This is an optimization exercise on Yosys and OpenROAD, whose aim is small area, not a production implementation.
The RTL was checked by simulation tests, not by an equivalence proof against the original design.
No activity file was given, so power comes from the tool's default toggle rates.

==> v11 <==
==> flow/design.v (excerpt) <==
module wwvb_core (
    input  wire        clk,
    input  wire        rst,           
    input  wire [15:0] cmd,
    input  wire        cmd_valid,
    input  wire [39:0] cal_in,
    output reg  [7:0]  rdata,
    output wire [15:0] period_out,
    output wire [15:0] compare_out,
    output reg         cmd_done
);
    localparam [79:0] T_Z = 80'h003F_FC00_0000_0000_0000;
    localparam [79:0] T_O = 80'h003F_FFFF_FF00_0000_03FF;
    localparam [79:0] T_M = 80'h003F_FFFF_FFFF_FFC0_03FF;
    localparam [21:0] NOMINAL_SCALED = 22'd2133332;
    localparam [21:0] SCALED_MIN     = 22'd2026666;
    localparam [21:0] SCALED_MAX     = 22'd2239998;
    localparam [1:0] SYM_0 = 2'd0, SYM_1 = 2'd1, SYM_M = 2'd2, SYM_NONE = 2'd3;
    localparam [3:0] S_IDLE  = 4'd0,
                     S_POS   = 4'd1,    
                     S_SWEEP = 4'd2,    
                     S_ACQ   = 4'd3,    
                     S_PUSHW = 4'd4,    
                     S_FSC   = 4'd5,    
                     S_FRM   = 4'd6,    
                     S_LEAP  = 4'd7,    
  ...
make LEC_CHECK=0 CAP_MARGIN=20 CORE_MARGIN=2 CORE_UTILIZATION=55 CTS_BUF_LIST=sky130_fd_sc_hd__clkbuf_4 CTS_CLUSTER_SIZE=20 SLEW_MARGIN=20 finish   # period 40.0 ns
run.sh (not shown) runs the stock make flow with config.mk's settings and CLKGATE_MAP_FILE= SYNTH_SCRIPT=/design/flow/synth_recipe.tcl, a recipe that flattens the netlist after the stock synthesis.
==> v5 (differences from v11) <==
==> flow/config.mk (replaced) <==
export PLATFORM = sky130hd
export DESIGN_NAME = wwvb_core
export DESIGN_NICKNAME = wwvb_core
export VERILOG_FILES = /design/flow/design.v
export SDC_FILE = /design/flow/constraint.sdc
export NUM_CORES = 4
export LEC_CHECK = 0
export CAP_MARGIN = 20
export CORE_MARGIN = 2
export CORE_UTILIZATION = 40
export SLEW_MARGIN = 20
==> v32 (differences from v11) <==
--- a/flow/design.v
+++ b/flow/design.v
@@ -65,13 +65,14 @@
     reg [6:0]   peek_in;
     reg [2:0]   missed;
     reg [3:0]   last_offset;
     reg [15:0]  acc;
     reg [31:0]  tss, tsp;
+    reg [1:0]   tse;             
     reg [21:0]  scaled;
     reg [5:0]   frac_acc;
-    reg [15:0]  period;
+    reg         plong;           
     reg [5:0]   ticks, seconds, minutes;
     reg [4:0]   hours;
     reg [8:0]   day;
     reg [15:0]  year;
     reg         is_leap_year, has_fix, dec_rej, err, err_op;
@@ -80,11 +81,13 @@
     reg [1:0]   cal_status;
     reg         lret;            
     reg [53:0]  W;               
     reg [4:0]   cnt;
     assign period_out  = period;
-    wire [36:0] cmp_r  = radd({20'd0, period}, {20'd0, 16'hFFFF}, 1'b0);
+    wire [36:0] per_r   = radd({20'd0, scaled[21:6]}, 36'd0, plong);
+    wire [36:0] cmp_r   = radd({20'd0, scaled[21:6]}, {36{!plong}}, 1'b0);
+    wire [15:0] period  = per_r[15:0];
     wire [15:0] compare = cmp_r[15:0];
     assign compare_out = compare;
     wire [15:0] whole = scaled[21:6];
     wire [5:0]  frac  = scaled[5:0];
     wire [3:0] op = cmd[15:12];
@@ -222,16 +225,16 @@
     wire [36:0] mc_yinc   = radd({20'd0, mc_year_i}, 36'd0, 1'b1);
     wire [15:0] mc_year   = day_wrap ? mc_yinc[15:0] : mc_year_i;
     wire        acc_big   = acc[15] ? !((acc[14:4] == 11'h7FF) && (acc[3:0] != 4'd0))
                                     : (acc[14:4] != 11'd0);
     wire        disc_fire = acc_big && ((tss[31:10] != 22'd0) || (tss[9:0] > 10'd1000));
-    wire [36:0] tss_i     = radd({4'd0, tss}, 36'd0, 1'b1);
+    wire        ld_app    = (state == S_DISC);    
+    wire [36:0] tss_i     = radd({4'd0, tss}, ld_app ? ~{{20{acc[15]}}, acc} : 36'd0, 1'b1);
     wire [36:0] tsp_i     = radd({4'd0, tsp}, 36'd0, 1'b1);
     wire [31:0] tss_inc   = tss_i[31:0];
     wire [31:0] tsp_inc   = tsp_i[31:0];
-    wire [36:0] dd_r      = radd({4'd0, tss}, ~{{20{acc[15]}}, acc}, 1'b1);
-    wire [33:0] dd        = dd_r[33:0];    
+    wire [33:0] dd        = {tse, tss};    
     wire [34:0] dd2       = {1'b0, dd[32:0], 1'b0};
     wire [36:0] msum_r    = radd({14'd0, W[37:16]}, W[0] ? {14'd0, scaled} : 36'd0, 1'b0);
     wire [22:0] msum      = msum_r[22:0];
     wire [34:0] dtrial    = W[52:18];
     wire [36:0] dsub      = radd({1'b0, dtrial}, ~{1'b0, dd2}, 1'b1);
@@ -257,11 +260,10 @@
     wire [5:0] r25_t = {W[4:0], year[cnt[3:0]]};
     wire [5:0] r25_n = (r25_t >= 6'd25) ? r25_t - 6'd25 : r25_t;
     wire [36:0] cad_r   = radd({30'd0, frac_acc}, {30'd0, frac}, 1'b0);
     wire [5:0] cad_acc  = cad_r[5:0];
     wire       cad_long = cad_r[6];
-    wire [36:0] per_r   = radd({20'd0, whole}, 36'd0, cad_long);
     wire [5:0] ra_st_slot = {~ra[5], ra[4], ra[3:0]};    
     reg [7:0] rd_val;
     always @* begin
         rd_val = 8'h00;
         case (ra)
@@ -356,11 +358,11 @@
             pv_z <= 7'd0; pv_o <= 7'd0; pv_m <= 7'd0;
             pi_z <= 4'd0; pi_o <= 4'd0; pi_m <= 4'd0;
             frame_score <= 6'd0;
             mode <= 1'b0;
             seek_count <= 4'd0; peek_in <= 7'd0; missed <= 3'd0; last_offset <= 4'd0;
-            acc <= 16'd0; tss <= 32'd0; tsp <= 32'd0;
+            acc <= 16'd0; tss <= 32'd0; tsp <= 32'd0; tse <= 2'd0;
             frac_acc <= 6'd0;
             ticks <= 6'd0; seconds <= 6'd0; minutes <= 6'd0; hours <= 5'd0;
             day <= 9'd1; year <= 16'd2000;
             is_leap_year <= 1'b0; has_fix <= 1'b0; dec_rej <= 1'b0;
             err <= 1'b0; err_op <= 1'b0; err_cmd <= 16'd0;
@@ -380,11 +382,11 @@
     always @(posedge clk) begin
         if (rst) begin
             reset_state;
             scaled     <= NOMINAL_SCALED;
             cal_status <= 2'd0;
-            period     <= NOMINAL_SCALED[21:6];
+            plong      <= 1'b0;
             state      <= S_IDLE;
             cmd_done   <= 1'b0;
         end else begin
             cmd_done <= 1'b0;
             case (state)
@@ -405,11 +407,11 @@
                             cmd_done <= 1'b1;
                         end else if (op_reset) begin
                             reset_state;
                             scaled     <= cal_ok ? cal_cand[21:0] : NOMINAL_SCALED;
                             cal_status <= cal_ok ? cal_ver[1:0] : 2'd0;
-                            period     <= cal_ok ? cal_cand[21:6] : NOMINAL_SCALED[21:6];
+                            plong      <= 1'b0;
                             cmd_done   <= 1'b1;
                         end else begin
                             hist <= {hist[89:0], cmd[0]};
                             pos  <= pos + 4'd1;
                             if (nv != 4'd11) nv <= nv + 4'd1;
@@ -526,10 +528,12 @@
                     if ((tsp[31:19] != 13'd0) || (tsp[18:0] >= 19'd500000)) begin
                         flags[3] <= 1'b1;
                         tsp      <= 32'd0;
                     end
                     if (disc_fire) begin
+                        tss <= tss_i[31:0];
+                        tse <= tss_i[33:32];
                         W   <= {16'd0, acc[15] ? scaled : 22'd0, acc[15] ? ~acc : acc};
                         cnt <= 5'd0;
                         state <= S_MUL;
                     end else begin
                         state <= S_TOD;
@@ -551,10 +555,11 @@
                 S_ADJ: begin
                     if (lp_new != scaled) flags[5] <= 1'b1;
                     scaled <= lp_new;
                     acc    <= 16'd0;
                     tss    <= 32'd0;
+                    tse    <= 2'd0;
                     state  <= S_TOD;
                 end
                 S_TOD: begin
                     cmd_done <= 1'b1;
                     state    <= S_IDLE;
@@ -579,11 +584,11 @@
                     end else begin
                         ticks <= ticks + 6'd1;
                     end
                     flags[4] <= 1'b1;
                     frac_acc <= cad_acc;
-                    period   <= per_r[15:0];
+                    plong    <= cad_long;
                 end
                 S_RD: begin
                     if (ra_sb)      state <= S_RDSB;
                     else if (ra_st) state <= S_RDST;
                     else begin
==> flow/config.mk (replaced) <==
export PLATFORM = sky130hd
export DESIGN_NAME = wwvb_core
export DESIGN_NICKNAME = wwvb_core
export VERILOG_FILES = /design/flow/design.v
export SDC_FILE = /design/flow/constraint.sdc
export NUM_CORES = 4
export LEC_CHECK = 0
export CAP_MARGIN = 20
export CORE_MARGIN = 2
export CORE_UTILIZATION = 50
export SLEW_MARGIN = 20
==> comparison <==
In v11 the design area is smaller than in v5, by 2.0%.
Non-clock buffer count: v32 < v11 < v5.
Of v32 and v5, v5 has the higher synthesized cell count (gap 0.98%, measured against v5).
Routed wire length, highest first: v5, v11, v32.
In critical path depth, v11 and v5 do not differ.
Power: v11 < v5 < v32.
Die area: v5 is larger than v32 (about 27%).
Setup slack: v32 < v11 < v5.
Against v5, the sequential cell count of v32 is lower by 13.
Against v32, the first-iteration DRC count of v11 is higher by 25%.


==> pepper <==
Another version of the RTL of wwvb_core (not shown whole).
Settings: LEC_CHECK=0, CAP_MARGIN=20, CORE_MARGIN=2, CORE_UTILIZATION=60, GPL_TIMING_DRIVEN=1, SLEW_MARGIN=20; clock period 40.0 ns.
standard.sh (not shown) runs the stock make flow with config.mk's settings and CLKGATE_MAP_FILE= SYNTH_SCRIPT=/design/flow/synth_recipe.tcl, a recipe that flattens the netlist after the stock synthesis.
==> flow/flow/run.sh <==
#!/bin/bash
# Own flow: the standard layout (standard.sh) with three changes.
# 1. Synthesis: ABC maps the logic with Yosys's default liberty script instead of ORFS's
#    speed script. Everything before ABC, so every register, its name and its cell, is the
#    standard synthesis (synth_recipe.tcl, sourced unchanged).
# 2. CTS: no dummy loads; sink clusters of up to 12 flip-flops on clkbuf_8.
# 3. Port buffers are buf_1 (the smallest buffer).
# Each tool's output goes to flow.log here; ORFS's own logs stay under orfs/logs.
set -euo pipefail
W=$(pwd)
cat > "$W/own_synth.tcl" <<EOT
proc abc {args} {
  set i [lsearch \$args -script]
  if {\$i >= 0} { set args [lreplace \$args \$i [expr {\$i + 1}]] }
  set j [lsearch \$args -constr]
  if {\$j >= 0} { set args [lreplace \$args \$j [expr {\$j + 1}]] }
  yosys abc {*}\$args
}
source $W/synth_recipe.tcl
EOT
sed "s|SYNTH_SCRIPT=[^ ]*synth_recipe.tcl|SYNTH_SCRIPT=$W/own_synth.tcl|" standard.sh > own_standard.sh
grep -q "own_synth.tcl" own_standard.sh
CTS="-sink_clustering_enable -repair_clock_nets -dont_use_dummy_load -sink_clustering_size 12 -sink_clustering_max_diameter 60 -buf_list sky130_fd_sc_hd__clkbuf_8"
bash own_standard.sh "CTS_ARGS=$CTS" "BUFFER_PORTS_ARGS=-buffer_cell sky130_fd_sc_hd__buf_1" finish > "$W/flow.log" 2>&1
==> indigo: changes against pepper <==
--- a/flow/design.v
+++ b/flow/design.v
@@ -78,12 +78,11 @@
     reg         is_leap_year, has_fix, dec_rej, err, err_op;
     reg [15:0]  err_cmd;
     reg [5:0]   flags;
     reg [1:0]   cal_status;
     reg         lret;            
-    reg [53:16] W;               
-    reg         neg;             
+    reg [53:0]  W;               
     reg [5:0]   cnt;
     assign period_out  = period;
     wire [36:0] per_r   = radd({20'd0, scaled[21:6]}, 36'd0, plong);
     wire [36:0] cmp_r   = radd({20'd0, per_r[15:0]}, {20'd0, 16'hFFFF}, 1'b0);
     wire [15:0] period  = per_r[15:0];
@@ -234,28 +233,28 @@
     wire [31:0] tss_inc   = tss_i[31:0];
     wire [31:0] tsp_inc   = tsp_i[31:0];
     wire [33:0] dd        = {tse, tss};    
     wire [34:0] dd2       = {1'b0, dd[32:0], 1'b0};
     wire        in_adj    = (state == S_ADJ);
-    wire [21:0] add_a     = in_adj ? {{4{neg}}, W[33:16]} : W[37:16];
-    wire [36:0] msum_r    = radd({14'd0, add_a}, (acc[0] || in_adj) ? {14'd0, scaled} : 36'd0,
-                                 in_adj && neg && !sfirst);
+    wire [21:0] add_a     = in_adj ? {{4{acc[15]}}, W[33:16]} : W[37:16];
+    wire [36:0] msum_r    = radd({14'd0, add_a}, (W[0] || in_adj) ? {14'd0, scaled} : 36'd0,
+                                 in_adj && acc[15] && !sfirst);
     wire [22:0] msum      = msum_r[22:0];
     wire [34:0] dtrial    = W[52:18];
     wire [36:0] dsub      = radd({1'b0, dtrial}, ~{1'b0, dd2}, 1'b1);
     wire        dge       = dsub[36];
     wire [34:0] ddiff     = dsub[34:0];
-    wire        dsat = W[34] ^ neg;
+    wire        dsat = W[34] ^ acc[15];
     wire [22:0] lp_v  = msum;             
     wire [36:0] lp_hi = radd({14'd0, SCALED_MAX}, ~{13'd0, lp_v}, 1'b1);    
     wire [36:0] lp_lo = radd({14'd0, lp_v[21:0]}, ~{14'd0, SCALED_MIN}, 1'b1);    
-    wire        lp_max = (dd == 34'd0) || (!dd[33] && !neg && (dsat || !lp_hi[36]));
-    wire        lp_min = !lp_max && (dd[33] || (neg && (dsat || !lp_lo[36])));
+    wire        lp_max = (dd == 34'd0) || (!dd[33] && !acc[15] && (dsat || !lp_hi[36]));
+    wire        lp_min = !lp_max && (dd[33] || (acc[15] && (dsat || !lp_lo[36])));
     wire [21:0] lp_new = lp_max ? SCALED_MAX : lp_min ? SCALED_MIN : lp_v[21:0];
-    wire        lp_q0  = neg ? ((&W[33:16]) && !sfirst) : (W[33:16] == 18'd0);
+    wire        lp_q0  = acc[15] ? ((&W[33:16]) && !sfirst) : (W[33:16] == 18'd0);
     wire        lp_chg = lp_max ? (scaled != SCALED_MAX) : lp_min ? (scaled != SCALED_MIN) : !lp_q0;
-    wire [5:0] r25_t = {W[20:16], year[cnt[3:0]]};
+    wire [5:0] r25_t = {W[4:0], year[cnt[3:0]]};
     wire [5:0] r25_n = (r25_t >= 6'd25) ? r25_t - 6'd25 : r25_t;
     wire [36:0] cad_r   = radd({30'd0, frac_acc}, {30'd0, frac}, 1'b0);
     wire [5:0] cad_acc  = cad_r[5:0];
     wire       cad_long = cad_r[6];
     wire [5:0] ra_st_slot = {~ra[5], ra[4], ra[3:0]};    
@@ -498,19 +497,19 @@
                             is_leap_year <= mc_leap_i;
                             seconds      <= 6'd0;
                             ticks        <= 6'd14;
                             has_fix      <= 1'b1;
                             if (day_wrap) begin
-                                W[20:16] <= 5'd0; cnt <= 6'd15; lret <= 1'b0; state <= S_LEAP;
+                                W[4:0] <= 5'd0; cnt <= 6'd15; lret <= 1'b0; state <= S_LEAP;
                             end
                         end else begin
                             dec_rej <= 1'b1;
                         end
                     end
                 end
                 S_LEAP: begin
-                    W[20:16] <= r25_n[4:0];
+                    W[4:0] <= r25_n[4:0];
                     cnt <= cnt - 6'd1;
                     if (cnt == 6'd0) begin
                         is_leap_year <= (year[1:0] == 2'd0) && (r25_n != 6'd0 || year[3:2] == 2'd0);
                         if (lret) begin
                             cmd_done <= 1'b1;
@@ -526,30 +525,28 @@
                         tsp      <= 32'd0;
                     end
                     if (disc_fire) begin
                         tss <= tss_i[31:0];
                         tse <= tss_i[33:32];
-                        W   <= {16'd0, acc[15] ? scaled : 22'd0};
-                        acc <= acc[15] ? ~acc : acc;
-                        neg <= acc[15];
+                        W   <= {16'd0, acc[15] ? scaled : 22'd0, acc[15] ? ~acc : acc};
                         cnt <= 6'd0;
                         state <= S_MUL;
                     end else begin
                         state <= S_TOD;
                     end
                 end
                 S_MUL: begin
-                    {W, acc} <= {16'd0, msum, acc[15:1]};
+                    W <= {16'd0, msum, W[15:1]};
                     cnt <= cnt + 6'd1;
                     if (cnt == 6'd15) begin
                         cnt   <= 6'd0;
                         state <= S_DIV;
                     end
                 end
                 S_DIV: begin
-                    if (cnt <= 6'd18) {W, acc} <= {dge ? ddiff : dtrial, W[17:16], acc, dge ^ neg};
-                    else              {W, acc} <= {W[52:16], acc, 1'b0};
+                    if (cnt <= 6'd18) W <= {dge ? ddiff : dtrial, W[17:0], dge ^ acc[15]};
+                    else              W <= {W[52:0], 1'b0};
                     if (cnt == 6'd19) sfirst <= |W[53:19];
                     cnt <= cnt + 6'd1;
                     if (cnt == 6'd34) state <= S_ADJ;
                 end
                 S_ADJ: begin
@@ -572,11 +569,11 @@
                             minutes  <= mc_min;
                             hours    <= mc_hour;
                             day      <= mc_day;
                             year     <= mc_year;
                             if (day_wrap) begin
-                                W[20:16] <= 5'd0; cnt <= 6'd15; lret <= 1'b1;
+                                W[4:0] <= 5'd0; cnt <= 6'd15; lret <= 1'b1;
                                 cmd_done <= 1'b0;
                                 state <= S_LEAP;
                             end
                         end else begin
                             seconds <= seconds + 6'd1;
--- a/flow/flow/run.sh
+++ b/flow/flow/run.sh
@@ -2,11 +2,11 @@
 # Own flow: the standard layout (standard.sh) with three changes.
 # 1. Synthesis: ABC maps the logic with Yosys's default liberty script instead of ORFS's
 #    speed script. Everything before ABC, so every register, its name and its cell, is the
 #    standard synthesis (synth_recipe.tcl, sourced unchanged).
 # 2. CTS: no dummy loads; sink clusters of up to 12 flip-flops on clkbuf_8.
-# 3. Port buffers are buf_1 (the smallest buffer).
+# 3. Port buffers are buf_1; placement is not timing driven (40 ns leaves ample slack).
 # Each tool's output goes to flow.log here; ORFS's own logs stay under orfs/logs.
 set -euo pipefail
 W=$(pwd)
 cat > "$W/own_synth.tcl" <<EOT
 proc abc {args} {
- CORE_UTILIZATION: 60 -> 50
- GPL_TIMING_DRIVEN: 1 -> 0
==> zinc: changes against pepper <==
--- a/flow/design.v
+++ b/flow/design.v
@@ -78,16 +78,15 @@
     reg         is_leap_year, has_fix, dec_rej, err, err_op;
     reg [15:0]  err_cmd;
     reg [5:0]   flags;
     reg [1:0]   cal_status;
     reg         lret;            
-    reg [53:16] W;               
-    reg         neg;             
-    reg [5:0]   cnt;
+    reg [53:0]  W;               
+    reg [4:0]   cnt;
     assign period_out  = period;
     wire [36:0] per_r   = radd({20'd0, scaled[21:6]}, 36'd0, plong);
-    wire [36:0] cmp_r   = radd({20'd0, per_r[15:0]}, {20'd0, 16'hFFFF}, 1'b0);
+    wire [36:0] cmp_r   = radd({20'd0, scaled[21:6]}, {36{!plong}}, 1'b0);
     wire [15:0] period  = per_r[15:0];
     wire [15:0] compare = cmp_r[15:0];
     assign compare_out = compare;
     wire [15:0] whole = scaled[21:6];
     wire [5:0]  frac  = scaled[5:0];
@@ -233,29 +232,34 @@
     wire [36:0] tsp_i     = radd({4'd0, tsp}, 36'd0, 1'b1);
     wire [31:0] tss_inc   = tss_i[31:0];
     wire [31:0] tsp_inc   = tsp_i[31:0];
     wire [33:0] dd        = {tse, tss};    
     wire [34:0] dd2       = {1'b0, dd[32:0], 1'b0};
-    wire        in_adj    = (state == S_ADJ);
-    wire [21:0] add_a     = in_adj ? {{4{neg}}, W[33:16]} : W[37:16];
-    wire [36:0] msum_r    = radd({14'd0, add_a}, (acc[0] || in_adj) ? {14'd0, scaled} : 36'd0,
-                                 in_adj && neg && !sfirst);
+    wire [36:0] msum_r    = radd({14'd0, W[37:16]}, W[0] ? {14'd0, scaled} : 36'd0, 1'b0);
     wire [22:0] msum      = msum_r[22:0];
     wire [34:0] dtrial    = W[52:18];
     wire [36:0] dsub      = radd({1'b0, dtrial}, ~{1'b0, dd2}, 1'b1);
     wire        dge       = dsub[36];
     wire [34:0] ddiff     = dsub[34:0];
-    wire        dsat = W[34] ^ neg;
-    wire [22:0] lp_v  = msum;             
+    wire [17:0] dq   = W[17:0];
+    wire        dsat = W[18];
+    wire        drnz = |W[53:19];
+    wire [36:0] lp_s  = acc[15] ? radd({14'd0, scaled}, ~{18'd0, dq}, !drnz)
+                                : radd({14'd0, scaled}, {18'd0, dq}, 1'b0);
+    wire [22:0] lp_v  = lp_s[22:0];       
     wire [36:0] lp_hi = radd({14'd0, SCALED_MAX}, ~{13'd0, lp_v}, 1'b1);    
-    wire [36:0] lp_lo = radd({14'd0, lp_v[21:0]}, ~{14'd0, SCALED_MIN}, 1'b1);    
-    wire        lp_max = (dd == 34'd0) || (!dd[33] && !neg && (dsat || !lp_hi[36]));
-    wire        lp_min = !lp_max && (dd[33] || (neg && (dsat || !lp_lo[36])));
-    wire [21:0] lp_new = lp_max ? SCALED_MAX : lp_min ? SCALED_MIN : lp_v[21:0];
-    wire        lp_q0  = neg ? ((&W[33:16]) && !sfirst) : (W[33:16] == 18'd0);
-    wire        lp_chg = lp_max ? (scaled != SCALED_MAX) : lp_min ? (scaled != SCALED_MIN) : !lp_q0;
-    wire [5:0] r25_t = {W[20:16], year[cnt[3:0]]};
+    wire [36:0] lp_lo = radd({13'd0, lp_v}, ~{14'd0, SCALED_MIN}, 1'b1);    
+    reg  [21:0] lp_new;
+    always @* begin
+        if (dd == 34'd0)                                lp_new = SCALED_MAX;
+        else if (dd[33])                                lp_new = SCALED_MIN;
+        else if (!acc[15])
+            lp_new = (dsat || !lp_hi[36]) ? SCALED_MAX : lp_v[21:0];
+        else
+            lp_new = (dsat || !lp_lo[36]) ? SCALED_MIN : lp_v[21:0];
+    end
+    wire [5:0] r25_t = {W[4:0], year[cnt[3:0]]};
     wire [5:0] r25_n = (r25_t >= 6'd25) ? r25_t - 6'd25 : r25_t;
     wire [36:0] cad_r   = radd({30'd0, frac_acc}, {30'd0, frac}, 1'b0);
     wire [5:0] cad_acc  = cad_r[5:0];
     wire       cad_long = cad_r[6];
     wire [5:0] ra_st_slot = {~ra[5], ra[4], ra[3:0]};    
@@ -498,21 +502,21 @@
                             is_leap_year <= mc_leap_i;
                             seconds      <= 6'd0;
                             ticks        <= 6'd14;
                             has_fix      <= 1'b1;
                             if (day_wrap) begin
-                                W[20:16] <= 5'd0; cnt <= 6'd15; lret <= 1'b0; state <= S_LEAP;
+                                W[4:0] <= 5'd0; cnt <= 5'd15; lret <= 1'b0; state <= S_LEAP;
                             end
                         end else begin
                             dec_rej <= 1'b1;
                         end
                     end
                 end
                 S_LEAP: begin
-                    W[20:16] <= r25_n[4:0];
-                    cnt <= cnt - 6'd1;
-                    if (cnt == 6'd0) begin
+                    W[4:0] <= r25_n[4:0];
+                    cnt <= cnt - 5'd1;
+                    if (cnt == 5'd0) begin
                         is_leap_year <= (year[1:0] == 2'd0) && (r25_n != 6'd0 || year[3:2] == 2'd0);
                         if (lret) begin
                             cmd_done <= 1'b1;
                             state    <= S_IDLE;
                         end else begin
@@ -526,36 +530,32 @@
                         tsp      <= 32'd0;
                     end
                     if (disc_fire) begin
                         tss <= tss_i[31:0];
                         tse <= tss_i[33:32];
-                        W   <= {16'd0, acc[15] ? scaled : 22'd0};
-                        acc <= acc[15] ? ~acc : acc;
-                        neg <= acc[15];
-                        cnt <= 6'd0;
+                        W   <= {16'd0, acc[15] ? scaled : 22'd0, acc[15] ? ~acc : acc};
+                        cnt <= 5'd0;
                         state <= S_MUL;
                     end else begin
                         state <= S_TOD;
                     end
                 end
                 S_MUL: begin
-                    {W, acc} <= {16'd0, msum, acc[15:1]};
-                    cnt <= cnt + 6'd1;
-                    if (cnt == 6'd15) begin
-                        cnt   <= 6'd0;
+                    W <= {16'd0, msum, W[15:1]};
+                    cnt <= cnt + 5'd1;
+                    if (cnt == 5'd15) begin
+                        cnt   <= 5'd0;
                         state <= S_DIV;
                     end
                 end
                 S_DIV: begin
-                    if (cnt <= 6'd18) {W, acc} <= {dge ? ddiff : dtrial, W[17:16], acc, dge ^ neg};
-                    else              {W, acc} <= {W[52:16], acc, 1'b0};
-                    if (cnt == 6'd19) sfirst <= |W[53:19];
-                    cnt <= cnt + 6'd1;
-                    if (cnt == 6'd34) state <= S_ADJ;
+                    W <= {dge ? ddiff : dtrial, W[17:0], dge};
+                    cnt <= cnt + 5'd1;
+                    if (cnt == 5'd18) state <= S_ADJ;
                 end
                 S_ADJ: begin
-                    if (lp_chg) flags[5] <= 1'b1;
+                    if (lp_new != scaled) flags[5] <= 1'b1;
                     scaled <= lp_new;
                     acc    <= 16'd0;
                     tss    <= 32'd0;
                     tse    <= 2'd0;
                     state  <= S_TOD;
@@ -572,11 +572,11 @@
                             minutes  <= mc_min;
                             hours    <= mc_hour;
                             day      <= mc_day;
                             year     <= mc_year;
                             if (day_wrap) begin
-                                W[20:16] <= 5'd0; cnt <= 6'd15; lret <= 1'b1;
+                                W[4:0] <= 5'd0; cnt <= 5'd15; lret <= 1'b1;
                                 cmd_done <= 1'b0;
                                 state <= S_LEAP;
                             end
                         end else begin
                             seconds <= seconds + 6'd1;
--- a/flow/flow/run.sh
+++ b/flow/flow/run.sh
@@ -1,12 +1,12 @@
 #!/bin/bash
-# Own flow: the standard layout (standard.sh) with three changes.
+# Own flow: the standard layout (standard.sh) with two changes.
 # 1. Synthesis: ABC maps the logic with Yosys's default liberty script instead of ORFS's
 #    speed script. Everything before ABC, so every register, its name and its cell, is the
 #    standard synthesis (synth_recipe.tcl, sourced unchanged).
 # 2. CTS: no dummy loads; sink clusters of up to 12 flip-flops on clkbuf_8.
-# 3. Port buffers are buf_1 (the smallest buffer).
+# 3. Port buffers are buf_1; placement is not timing driven (40 ns leaves ample slack).
 # Each tool's output goes to flow.log here; ORFS's own logs stay under orfs/logs.
 set -euo pipefail
 W=$(pwd)
 cat > "$W/own_synth.tcl" <<EOT
 proc abc {args} {
- CORE_UTILIZATION: 60 -> 50
- GPL_TIMING_DRIVEN: 1 -> 0
==> summary of the runs <==
Between pepper and indigo, the lower clock power is in pepper (gap about 3%, measured against indigo). Total power: zinc > pepper > indigo. The highest core utilization belongs to pepper, the lowest to indigo. The lowest combinational power belongs to indigo, the highest to zinc. Between zinc and indigo, the lower register-to-register slack is in zinc (gap 0.29 ns). Of indigo and pepper, indigo has the higher design area (gap about 2%, measured against pepper). Against zinc, the sequential cell count of indigo is higher by 1. First-iteration DRC count, lowest first: indigo, zinc, pepper. The highest sequential power belongs to zinc, the lowest to pepper. Clock-buffer cell count, highest first: zinc, indigo, pepper. Against zinc, the clock skew of pepper is lower by 0.092 ns.
==> figures <==
Antenna violations before repair: indigo 8; pepper 19; zinc 10
Number of non-clock buffers: indigo 151; pepper 200; zinc 165
Layout multi-input combinational cell count: indigo 3,020; pepper 3,029; zinc 3,173
Worst stage delay on the critical path: indigo 0.82 ns; pepper 0.70 ns; zinc 0.72 ns
Sinks on Clock Net: indigo 571; pepper 556; zinc 570
Power share of the clock group: indigo 14.7%; pepper 14.1%; zinc 14.0%
Worst Setup Slack post-DPL: indigo 25.21 ns; pepper 25.34 ns; zinc 24.01 ns
Max Fanout on Critical Path: indigo 21; pepper 18; zinc 13
Area of the core: indigo 66,800 sq um; pepper 54,900 sq um; zinc 68,900 sq um
Horizontal die dimension: indigo 263 microns; pepper 239 microns; zinc 269 microns
1st-pass router iterations: indigo 12; pepper 12; zinc 10
Worst Setup SP: indigo state[3]; pepper state[3]; zinc plong
Worst Path Required: indigo 40.61 ns; pepper 40.63 ns; zinc 32.00 ns
Routed wl met3: indigo 13,900 microns; pepper 20,900 microns; zinc 14,300 microns
Final worst hold slack: indigo 0.309 ns; pepper 0.325 ns; zinc 0.237 ns
Net count of the mapped netlist: indigo 4,234; pepper 4,222; zinc 4,460
Maximum vdd drop: indigo 0.140 mV; pepper 0.130 mV; zinc 0.179 mV
Portion of netlist area occupied by mux cells: indigo 2.85%; pepper 2.50%; zinc 2.25%
Combined buffer and inverter count along the critical path: indigo 4; pepper 4; zinc 5
Via/cell ratio: indigo 6.51; pepper 7.25; zinc 6.45
Number of tap cells inserted: indigo 873; pepper 704; zinc 931
Run status: indigo timing/DRC/antenna clean; pepper timing/DRC/antenna clean; zinc timing/DRC/antenna clean
Area of all sequential standard cells: indigo 12,100 sq um; pepper 11,600 sq um; zinc 12,100 sq um

==> static timing again, ports no longer ideal <==
The results above use ideal ports. As a check the final layouts listed here were re-extracted and re-timed, cells and wires unchanged. Step 1, drivers: a clkbuf_16 drives clk and a buf_2 each remaining input, both assumed. Step 2 times the ports against the registers' clock, not the clock port: input delays grow and output delays shrink by t, the midpoint of the rising clock arrivals with the driver on. Three values: ideal, step 1, step 2; two values: the first two.
| run | t (ns) | setup slack, ns | hold WS [ns] | worst register clock-pin slew, ns | worst data-port slew with drivers (ns) |
|---|---|---|---|---|---|
| v11 | 1.068 | 24.233 / 24.233 / 24.233 | 0.321 / 0.321 / 0.321 | 0.08 / 0.08 | 0.06 |
| v5 | 0.713 | 24.492 / 24.492 / 24.492 | 0.317 / 0.317 / 0.317 | 0.06 / 0.06 | 0.05 |
| v32 | 0.700 | 24.155 / 24.082 / 24.781 | 0.313 / 0.313 / 0.313 | 0.07 / 0.07 | 0.07 |
| pepper | 0.730 | 25.141 / 25.141 / 25.141 | 0.325 / 0.325 / 0.325 | 0.09 / 0.09 | 0.10 |
| indigo | 0.766 | 24.876 / 24.876 / 24.876 | 0.309 / 0.309 / 0.309 | 0.10 / 0.10 | 0.10 |
| zinc | 0.766 | 23.204 / 23.139 / 23.906 | 0.237 / 0.237 / 0.237 | 0.10 / 0.10 | 0.10 |
After both steps every run listed still meets setup and hold.
